This design comes from an exercise in tuning for small area on the open sky130 flow, not from production work. Function was checked by simulation only, so behaviour that the tests miss may differ from the original. Power figures rest on the tool's default switching activity, not on a simulated workload.

==> design/flow/design.v <==
module lldp_rx (
    input  wire        clk,
    input  wire        rst,           
    input  wire [47:0] local_mac,     
    input  wire        s_valid,
    input  wire [7:0]  s_data,
    input  wire        s_last,
    output wire        s_ready,
    output reg         r_valid,
    output reg         r_qual,
    output reg         r_ok,
    output reg  [4:0]  r_cause,
    output reg         r_tv,
    output reg  [6:0]  r_type,
    output reg  [10:0] r_off,
    output reg  [1:0]  r_stop,
    output reg         r_complete,
    output reg  [9:0]  r_count,
    output reg  [15:0] r_ttl,
    output reg  [2:0]  r_chassis_sub,
    output reg  [2:0]  r_port_sub
);
    localparam [4:0] E_NONE          = 5'd0;
    localparam [4:0] E_TRUNC_HDR     = 5'd1;
    localparam [4:0] E_TRUNC_PAYLOAD = 5'd2;
    localparam [4:0] E_TRAILING      = 5'd3;
    localparam [4:0] E_LEN_RANGE     = 5'd4;
    localparam [4:0] E_SUBTYPE       = 5'd5;
    localparam [4:0] E_AF            = 5'd6;
    localparam [4:0] E_UTF8          = 5'd7;
    localparam [4:0] E_UNKNOWN_TYPE  = 5'd9;
    localparam [4:0] E_ORD_POSITION  = 5'd11;
    localparam [4:0] E_ORD_TRIPLE    = 5'd12;
    localparam [4:0] E_CAP_SUBSET    = 5'd15;
    localparam [4:0] E_SIZE          = 5'd16;
    localparam [2:0] P_ENV  = 3'd0;   
    localparam [2:0] P_HDR0 = 3'd1;   
    localparam [2:0] P_HDR1 = 3'd2;   
    localparam [2:0] P_PAY  = 3'd3;   
    localparam [2:0] P_SKIP = 3'd4;   
    localparam [1:0] O_NONE  = 2'd0;
    localparam [1:0] O_END   = 2'd1;
    localparam [1:0] O_FAULT = 2'd2;
    localparam [1:0] O_NOQ   = 2'd3;
    localparam [2:0] U_80BF = 3'd0;
    localparam [2:0] U_A0BF = 3'd1;
    localparam [2:0] U_809F = 3'd2;
    localparam [2:0] U_90BF = 3'd3;
    localparam [2:0] U_808F = 3'd4;
    reg        fin;             
    reg [2:0]  phase;
    reg [1:0]  outcome;
    reg [3:0]  env_pos;
    reg        dst_ok;
    reg        src_eq;
    reg        etype_ok;
    reg [10:0] off;             
    reg [9:0]  n;               
    reg [7:0]  hdr0;
    reg [6:0]  t;
    reg [8:0]  len;
    reg [8:0]  pcnt;            
    reg [4:0]  pf;              
    reg        is_text;         
    reg        is_net;          
    reg [1:0]  u_need;
    reg [2:0]  u_rng;
    reg [7:0]  sub;
    reg [15:0] sup;
    reg [7:0]  ma_s;
    reg [7:0]  ma_af;
    reg [7:0]  ma_ifsub;
    reg [15:0] ttl;
    reg [2:0]  ch_sub;
    reg [2:0]  pt_sub;
    reg [4:0]  f_cause;
    reg        f_tv;
    reg [6:0]  f_type;
    assign s_ready = !fin;
    wire take = s_valid && s_ready;
    wire [7:0] d = s_data;
    reg [7:0] mac_byte;
    always @(*) begin
        case (env_pos)
            4'd6:    mac_byte = local_mac[47:40];
            4'd7:    mac_byte = local_mac[39:32];
            4'd8:    mac_byte = local_mac[31:24];
            4'd9:    mac_byte = local_mac[23:16];
            4'd10:   mac_byte = local_mac[15:8];
            default: mac_byte = local_mac[7:0];
        endcase
    end
    reg dst_byte_ok;
    always @(*) begin
        case (env_pos)
            4'd0:    dst_byte_ok = (d == 8'h01);
            4'd1:    dst_byte_ok = (d == 8'h80);
            4'd2:    dst_byte_ok = (d == 8'hC2);
            4'd3:    dst_byte_ok = (d == 8'h00);
            4'd4:    dst_byte_ok = (d == 8'h00);
            default: dst_byte_ok = (d == 8'h00) || (d == 8'h03) || (d == 8'h0E);
        endcase
    end
    wire [6:0] h_t = hdr0[7:1];
    wire [8:0] h_l = {hdr0[0], d};
    wire h_known = (h_t <= 7'd8) || (h_t == 7'd127);
    reg [4:0] h_pf;
    always @(*) begin
        h_pf = E_NONE;
        case (h_t)
            7'd0:   if (h_l != 9'd0)   h_pf = E_LEN_RANGE;
            7'd1,
            7'd2:   if (h_l == 9'd0)   h_pf = E_LEN_RANGE;
            7'd3:   if (h_l != 9'd2)   h_pf = E_LEN_RANGE;
            7'd4,
            7'd5,
            7'd6:   if (h_l > 9'd255)  h_pf = E_LEN_RANGE;
            7'd7:   if (h_l != 9'd4)   h_pf = E_LEN_RANGE;
            7'd8:   if (h_l == 9'd0)   h_pf = E_TRUNC_PAYLOAD;
            7'd127: if (h_l < 9'd4)    h_pf = E_LEN_RANGE;
            default: h_pf = E_NONE;
        endcase
    end
    reg       u_bad;
    reg [1:0] u_need_nx;
    reg [2:0] u_rng_nx;
    always @(*) begin
        u_bad     = 1'b0;
        u_need_nx = u_need;
        u_rng_nx  = U_80BF;
        if (u_need != 2'd0) begin
            case (u_rng)
                U_A0BF:  u_bad = (d < 8'hA0) || (d > 8'hBF);
                U_809F:  u_bad = (d < 8'h80) || (d > 8'h9F);
                U_90BF:  u_bad = (d < 8'h90) || (d > 8'hBF);
                U_808F:  u_bad = (d < 8'h80) || (d > 8'h8F);
                default: u_bad = (d < 8'h80) || (d > 8'hBF);
            endcase
            u_need_nx = u_need - 2'd1;
        end else if (d <= 8'h7F) begin
            u_need_nx = 2'd0;
        end else if (d >= 8'hC2 && d <= 8'hDF) begin
            u_need_nx = 2'd1;
        end else if (d == 8'hE0) begin
            u_need_nx = 2'd2; u_rng_nx = U_A0BF;
        end else if (d == 8'hED) begin
            u_need_nx = 2'd2; u_rng_nx = U_809F;
        end else if (d >= 8'hE1 && d <= 8'hEF) begin
            u_need_nx = 2'd2;
        end else if (d == 8'hF0) begin
            u_need_nx = 2'd3; u_rng_nx = U_90BF;
        end else if (d >= 8'hF1 && d <= 8'hF3) begin
            u_need_nx = 2'd3;
        end else if (d == 8'hF4) begin
            u_need_nx = 2'd3; u_rng_nx = U_808F;
        end else begin
            u_bad = 1'b1;
        end
    end
    wire        pay_last = (pcnt == len - 9'd1);
    wire [9:0]  ma_end   = {2'b00, ma_s} + 10'd7;                  
    wire [10:0] ma_total = {3'b000, ma_s} + 11'd7 + {3'b000, d};   
    wire id_mac = (t == 7'd1 && d == 8'd4) || (t == 7'd2 && d == 8'd3);
    wire id_net = (t == 7'd1 && d == 8'd5) || (t == 7'd2 && d == 8'd4);
    reg [4:0] b_pf;
    reg       b_text;         
    always @(*) begin
        b_pf   = E_NONE;
        b_text = 1'b0;
        if (is_text && u_bad) b_pf = E_UTF8;
        case (t)
            7'd1, 7'd2: begin
                if (pcnt == 9'd0) begin
                    if (d < 8'd1 || d > 8'd7)
                        b_pf = E_SUBTYPE;
                    else if (id_mac) begin
                        if (len != 9'd7) b_pf = E_LEN_RANGE;
                    end else if (id_net) begin
                        if (len < 9'd2) b_pf = E_LEN_RANGE;
                    end else
                        b_text = 1'b1;
                end else if (pcnt == 9'd1 && is_net) begin
                    if (d != 8'd1 && d != 8'd2)
                        b_pf = E_AF;
                    else if (len - 9'd2 != ((d == 8'd1) ? 9'd4 : 9'd16))
                        b_pf = E_LEN_RANGE;
                end
            end
            7'd7: begin
                if (pcnt == 9'd2 && (d & ~sup[15:8]) != 8'd0) b_pf = E_CAP_SUBSET;
                if (pcnt == 9'd3 && (d & ~sup[7:0])  != 8'd0) b_pf = E_CAP_SUBSET;
            end
            7'd8: begin
                if (pcnt == 9'd0) begin
                    if ({1'b0, len} < {2'b00, d} + 10'd7) b_pf = E_TRUNC_PAYLOAD;
                end else if ({1'b0, pcnt} == ma_end - 10'd1) begin
                    if ({2'b00, len} < ma_total)
                        b_pf = E_TRUNC_PAYLOAD;
                    else if ({2'b00, len} > ma_total)
                        b_pf = E_TRAILING;
                    else if (ma_s < 8'd1)
                        b_pf = E_LEN_RANGE;
                    else if (ma_af != 8'd1 && ma_af != 8'd2)
                        b_pf = E_AF;
                    else if (ma_s - 8'd1 != ((ma_af == 8'd1) ? 8'd4 : 8'd16))
                        b_pf = E_LEN_RANGE;
                    else if (d > 8'd128)
                        b_pf = E_LEN_RANGE;
                    else if (ma_ifsub < 8'd1 || ma_ifsub > 8'd3)
                        b_pf = E_SUBTYPE;
                end
            end
            default: ;
        endcase
    end
    wire [4:0] pf_nx = (pf != E_NONE) ? pf : b_pf;
    function [4:0] order_fault(input [6:0] ty, input [9:0] cnt);
        begin
            order_fault = E_NONE;
            case (ty)
                7'd1:    if (cnt != 10'd0) order_fault = E_ORD_POSITION;
                7'd2:    if (cnt != 10'd1) order_fault = E_ORD_POSITION;
                7'd3:    if (cnt != 10'd2) order_fault = E_ORD_POSITION;
                default: if (cnt <  10'd3) order_fault = E_ORD_TRIPLE;
            endcase
        end
    endfunction
    wire [11:0] next_off_h = {1'b0, off} + 12'd2 + {3'b000, h_l};
    wire [11:0] next_off_p = {1'b0, off} + 12'd2 + {3'b000, len};
    wire [4:0] h_done_fault = (h_pf != E_NONE) ? h_pf :
                              (order_fault(h_t, n) != E_NONE) ? order_fault(h_t, n) :
                              (next_off_h > 12'd1500) ? E_SIZE : E_NONE;
    wire text_open = (is_text || b_text) && (u_need_nx != 2'd0);
    wire [4:0] p_done_fault = (pf_nx != E_NONE) ? pf_nx :
                              text_open ? E_UTF8 :
                              (order_fault(t, n) != E_NONE) ? order_fault(t, n) :
                              (next_off_p > 12'd1500) ? E_SIZE : E_NONE;
    always @(posedge clk) begin
        if (rst) begin
            fin      <= 1'b0;
            phase    <= P_ENV;
            outcome  <= O_NONE;
            env_pos  <= 4'd0;
            dst_ok   <= 1'b1;
            src_eq   <= 1'b1;
            etype_ok <= 1'b1;
            off      <= 11'd0;
            n        <= 10'd0;
            r_valid  <= 1'b0;
        end else if (fin) begin
            r_valid <= 1'b1;
            r_ttl         <= 16'd0;
            r_chassis_sub <= 3'd0;
            r_port_sub    <= 3'd0;
            if (phase == P_ENV || outcome == O_NOQ) begin
                r_qual     <= 1'b0;
                r_ok       <= 1'b1;
                r_cause    <= E_NONE;
                r_tv       <= 1'b0;
                r_type     <= 7'd0;
                r_off      <= 11'd0;
                r_stop     <= 2'd0;
                r_complete <= 1'b0;
                r_count    <= 10'd0;
            end else if (outcome == O_FAULT || phase == P_HDR1 || phase == P_PAY) begin
                r_qual     <= 1'b1;
                r_ok       <= 1'b0;
                r_off      <= off;
                r_stop     <= 2'd3;
                r_complete <= 1'b0;
                r_count    <= 10'd0;
                if (outcome == O_FAULT) begin
                    r_cause <= f_cause;
                    r_tv    <= f_tv;
                    r_type  <= f_type;
                end else if (phase == P_HDR1) begin
                    r_cause <= E_TRUNC_HDR;
                    r_tv    <= 1'b0;
                    r_type  <= 7'd0;
                end else begin
                    r_cause <= E_TRUNC_PAYLOAD;
                    r_tv    <= 1'b1;
                    r_type  <= t;
                end
            end else begin
                r_qual     <= 1'b1;
                r_ok       <= 1'b1;
                r_cause    <= E_NONE;
                r_tv       <= 1'b0;
                r_type     <= 7'd0;
                r_off      <= off;
                r_stop     <= (outcome == O_END) ? 2'd1 : 2'd2;
                r_complete <= (outcome == O_END) && (n >= 10'd4);
                r_count    <= n;
                if (n >= 10'd3) begin
                    r_ttl         <= ttl;
                    r_chassis_sub <= ch_sub;
                    r_port_sub    <= pt_sub;
                end
            end
            fin      <= 1'b0;
            phase    <= P_ENV;
            outcome  <= O_NONE;
            env_pos  <= 4'd0;
            dst_ok   <= 1'b1;
            src_eq   <= 1'b1;
            etype_ok <= 1'b1;
            off      <= 11'd0;
            n        <= 10'd0;
        end else begin
            r_valid <= 1'b0;
            if (take) begin
                if (s_last) fin <= 1'b1;
                case (phase)
                    P_ENV: begin
                        if (env_pos <= 4'd5 && !dst_byte_ok) dst_ok <= 1'b0;
                        if (env_pos >= 4'd6 && env_pos <= 4'd11 && d != mac_byte) src_eq <= 1'b0;
                        if (env_pos == 4'd12 && d != 8'h88) etype_ok <= 1'b0;
                        if (env_pos == 4'd13) begin
                            if (dst_ok && !src_eq && etype_ok && d == 8'hCC)
                                phase <= P_HDR0;
                            else begin
                                phase   <= P_SKIP;
                                outcome <= O_NOQ;
                            end
                        end
                        env_pos <= env_pos + 4'd1;
                    end
                    P_HDR0: begin
                        hdr0  <= d;
                        phase <= P_HDR1;
                    end
                    P_HDR1: begin
                        t       <= h_t;
                        len     <= h_l;
                        pcnt    <= 9'd0;
                        pf      <= h_pf;
                        is_text <= (h_t == 7'd4 || h_t == 7'd5 || h_t == 7'd6);
                        u_need  <= 2'd0;
                        u_rng   <= U_80BF;
                        if (!h_known) begin
                            phase   <= P_SKIP;
                            outcome <= O_FAULT;
                            f_cause <= E_UNKNOWN_TYPE;
                            f_tv    <= 1'b1;
                            f_type  <= h_t;
                        end else if (h_l == 9'd0) begin
                            if (h_done_fault != E_NONE) begin
                                phase   <= P_SKIP;
                                outcome <= O_FAULT;
                                f_cause <= h_done_fault;
                                f_tv    <= 1'b1;
                                f_type  <= h_t;
                            end else begin
                                n   <= n + 10'd1;
                                off <= next_off_h[10:0];
                                if (h_t == 7'd0) begin
                                    phase   <= P_SKIP;
                                    outcome <= O_END;
                                end else
                                    phase <= P_HDR0;
                            end
                        end else
                            phase <= P_PAY;
                    end
                    P_PAY: begin
                        pcnt <= pcnt + 9'd1;
                        pf   <= pf_nx;
                        if (b_text) is_text <= 1'b1;
                        if (pcnt == 9'd0) is_net <= id_net;
                        if (is_text) begin
                            u_need <= u_need_nx;
                            u_rng  <= u_rng_nx;
                        end
                        case (t)
                            7'd1: if (pcnt == 9'd0) sub <= d;
                            7'd2: if (pcnt == 9'd0) sub <= d;
                            7'd3: begin
                                if (pcnt == 9'd0) ttl[15:8] <= d;
                                if (pcnt == 9'd1) ttl[7:0]  <= d;
                            end
                            7'd7: begin
                                if (pcnt == 9'd0) sup[15:8] <= d;
                                if (pcnt == 9'd1) sup[7:0]  <= d;
                            end
                            7'd8: begin
                                if (pcnt == 9'd0) ma_s <= d;
                                if (pcnt == 9'd1) ma_af <= d;
                                if ({1'b0, pcnt} == {2'b00, ma_s} + 10'd1 && pcnt != 9'd0) ma_ifsub <= d;
                            end
                            default: ;
                        endcase
                        if (pay_last) begin
                            if (p_done_fault != E_NONE) begin
                                phase   <= P_SKIP;
                                outcome <= O_FAULT;
                                f_cause <= p_done_fault;
                                f_tv    <= 1'b1;
                                f_type  <= t;
                            end else begin
                                n   <= n + 10'd1;
                                off <= next_off_p[10:0];
                                if (t == 7'd1) ch_sub <= (pcnt == 9'd0) ? d[2:0] : sub[2:0];
                                if (t == 7'd2) pt_sub <= (pcnt == 9'd0) ? d[2:0] : sub[2:0];
                                phase <= P_HDR0;
                            end
                        end
                    end
                    default: ;   
                endcase
            end
        end
    end
endmodule
==> design/flow/run.sh <==
#!/bin/bash
# synth_recipe.tcl (not shown) runs the flow's synth.tcl, then flattens the netlist and writes it again
# the make line also repeats each setting of config.mk as NAME=value (left out here)
make -C /OpenROAD-flow-scripts/flow DESIGN_CONFIG=/design/flow/config.mk WORK_HOME=/design/flow/orfs CLKGATE_MAP_FILE= SYNTH_SCRIPT=/design/flow/synth_recipe.tcl finish
==> design/flow/config.mk <==
export PLATFORM = sky130hd
export DESIGN_NAME = lldp_rx
export DESIGN_NICKNAME = lldp_rx
export VERILOG_FILES = /design/flow/design.v
export SDC_FILE = /design/flow/constraint.sdc
export NUM_CORES = 4
export LEC_CHECK = 0
export CAP_MARGIN = 20
export CORE_MARGIN = 2
export CORE_UTILIZATION = 40
export SLEW_MARGIN = 20
==> design/flow/constraint.sdc <==
create_clock -name core_clock -period 8.0 [get_ports {clk}]
set_input_delay 1.6000 -clock core_clock [delete_from_list [all_inputs] [get_ports {clk}]]
set_output_delay 1.6000 -clock core_clock [all_outputs]
set_load 0.01 [all_outputs]
==> results.cfg <==
[run_status]
status = no timing/DRC/antenna violations

[critical_path]
regToRegStartpoint = ma_s[2]$_DFFE_PP_
startpoint = s_data[2]
critPathArrivalTime_ns = 6.74
critPathLaunchType = input port
path_max_fanout = 7
critical_path_class = input port to register
critPathRequiredTime_ns = 8.16
r2r_cells = 21
crit_path_end_kind = register

[timing]
fin_crit_sh = 0.822
fin_skew_ns = 0.0170
fin_setup_tns_ns = 0
hold_viol = 0
slew_violations = 0
period_needed_ns = 6.57
relSlewSlack = 0.282
rsz0062_at_grt = false
worst_pin_slew_ns = 1.06
setup_viol = 0
setup_slack_ns = 1.43
max_freq_ghz = 0.152

[synthesis]
dominantRegCellSynth = edfxtp_1
syn-instance-count = 1379
synth_area_sq_um = 13600
ys_seq_area_frac = 0.457
synthTopCellsByCount = edfxtp_1, nand2_1, nor2_1, ha_1, a21oi_1
synth-seq-cells = 218
synthXorXnorAreaFrac = 0.0504
ys_warn_count = 1
synth_top_family_by_area = simple AND/OR/NAND/NOR gates
synth_top_area_frac = 0.405
ys_types = 80
syn_nets = 1522
synth_compound_area_frac = 0.161
synth_edf_count = 183
synth_area_leaders = edfxtp_1, ha_1, dfxtp_1
ys_async_sr_fraction = 0
synth.most_common_cell = edfxtp_1
syn_area_per_cell_sq_um = 9.83
synthMuxAreaShare = 0.00609
synth.largest_area_cell = edfxtp_1
synth-adder-area-share = 0.0782
yosys.area_share.simple = 0.210

[die]
die_area_sq_um = 35400
ioPinCount = 123
start_util = 0.405
die_h_microns = 188
coreArea_sq_um = 33400
rows = 67
die_w_microns = 188

[routing]
first_pass_iters = 7
routed_wl_mm = 38.7
wire_per_inst_microns = 19.9
via_per_inst = 5.80
drtIter0Drc = 1045
postRouteAntennaNets = 0
via_count = 11300
drcViolationCount = 0

[place]
dp_slack_ns = 0.984
io_buffers = 122
dp_cells = 1906
post-dp-hpwl_mm = 28.6
gp_congestion = 0.918

[clock_network]
cts_hold_buf = 0
cts_tree = yes
clkTransAtPathRegs_ns = 0.07
cts_buffers = 23
cts_resized = 0
clock_latency_ns = 0.52
h-tree-depth = 1
root_buffer = clkbuf_16
cts_buffer_depth = 3
post_cts_buffers = 0
cts.sinks = 218

[cells_and_area]
drive_gt1_frac = 0.0600
num-nets-final = 1626
final_cells = 1947
antenna_cells = 0
area_growth_pct = 18.4
fillers = 3079

[global_route]
antenna_found_initial = 0
grt_usage = 0.215
grt_start_max_net_pins = 62
gr-total-overflow = 0
grt_first_pass_wirelength_mm = 60.7
grt_pass1_vias = 10800

[power_and_ir_drop]
p_per_area_nw_per_um2 = 156
ir_drop_mv = 0.101
p_leak_nw = 5.60

[worst_hold_path]
hold_start = src_eq$_SDFFE_PN1P_
holdPathStages = 2
hold_path_class = register to register

[run]
maxCapViolCount = 0
-- per-layer routing --
| layer | track usage | vias to the layer above | share of wire |
|---|---|---|---|
| met5 | 0 | - | 0 |
| met4 | 0.0536 | 0 | 0.019 |
| met3 | 0.0264 | 55 | 0.072 |
| met2 | 0.351 | 394 | 0.45 |
| met1 | 0.305 | 5417 | 0.45 |
| li1 | - | 5418 | - |
-- state kept, by name (all words and copies together), names as in the netlist, 7 cells and up --
| register | cells |
|---|---|
| r_ttl | 16 |
| pcnt | 9 |
| ma_af | 8 |
| n | 10 |
| ma_s | 8 |
| r_count | 10 |
| off | 11 |
| sup | 16 |
| r_type | 7 |
| ttl | 16 |
| t | 7 |
| len | 9 |
| r_off | 11 |
| hdr0 | 8 |
| ma_ifsub | 8 |
| f_type | 7 |
-- worst paths after layout --
kind,to,slack [ns]
max,ch_sub[2]$_DFFE_PP_,1.43
min,src_eq$_SDFFE_PN1P_,0.45
max reg2reg,ch_sub[2]$_DFFE_PP_,2.32
min reg2reg,src_eq$_SDFFE_PN1P_,0.45
-- where the power goes --
group / switching (mW) / internal (mW) / total [mW]
combinational: 0.0937 / 0.0756 / 0.169
sequential: 0.00284 / 1.23 / 1.23
clock: 0.457 / 0.645 / 1.10
-- cells in the final DEF, fill, tap and decap left out, drive strengths merged, types with 40 or more instances in the layout --
cell type / instances
clkdlybuf4s50: 122
inv: 62
xnor2: 54
nand3: 63
edfxtp: 183
nor3: 40
o21ai: 70
a21oi: 77
nand2: 104
nor2: 89
ha: 80
-- final cells by class --
cell class | count | area, sq um | area share
inverter | 64 | 240 | 0.0150
timing repair buffer | 146 | 1400 | 0.0873
sequential | 218 | 6200 | 0.386
multi-input combinational | 1030 | 6880 | 0.429
clock buffer | 27 | 611 | 0.0380
tap | 448 | 561 | 0.0349
clock inverter | 14 | 160 | 0.00998
-- cell families (layout without fill, tap and decap cells) --
group                      Yosys count  count (layout)
muxes                                8               8
AOI/OAI and AO/OA                  329             329
and+or+nand+nor                    532             532
DFF                                218             218
adders and majority gates           83              83
xor gates and xnor gates            78              78
buffers and inverters              131             251
-- stage by stage --
stage / hold WS (ns) / utilization / power [mW] / instance area (sq um)
2_1_floorplan: 0.415 / - / 1.34 / 13600
3_3_place_gp: 0.433 / 0.457 / 1.42 / 15300
3_5_place_dp: 0.443 / 0.457 / 1.42 / 15300
4_1_cts: 0.452 / 0.480 / 2.52 / 16000
5_1_grt: 0.465 / 0.480 / 2.58 / 16100
6_report: 0.448 / 0.480 / 2.50 / 16100
-- critical path: stages --
cell             delay (ns)
clkdlybuf4s50_1        0.49
clkinv_1               0.07
buf_4                  0.17
ha_1                   0.28
inv_1                  0.06
ha_1                   0.29
a21o_1                 0.18
a21oi_1                0.23
o21bai_1               0.09
a21oi_1                0.23
o21bai_1               0.09
a21oi_1                0.17
xor2_1                 0.09
ha_1                   0.29
and3_1                 0.19
and4_1                 0.24
and3_1                 0.17
o2111ai_1              0.13
o2111ai_1              0.29
nand4_2                0.28
nor2_1                 0.40
nand3_1                0.21
nor4_1                 0.47

re-timing with driven ports:
The flow's constraints put no driver on any port. The routed layout listed below was extracted and timed again, unchanged, in two steps.
Step 1 (the two cells are an assumption about what drives the block):
set clk [get_ports {clk}]
set_driving_cell -lib_cell sky130_fd_sc_hd__clkbuf_16 $clk
set_driving_cell -lib_cell sky130_fd_sc_hd__buf_2 [delete_from_list [all_inputs] $clk]
Step 2, shift: input delay + t, output delay - t, t = (earliest + latest rising clock arrival at the registers) / 2. This alone moves slack from input paths to output paths.
Three values: ideal, step 1, step 2; two values: the first two.
shift t [ns]: 0.563
setup slack, ns: 1.426 / 1.452 / 0.889
slew at the worst register clock pin (ns): 0.07 / 0.07
After both steps setup and hold are still met in this run. For this run, drivers alone change the setup slack by +0.026 ns; drivers and shift together by -0.537 ns.
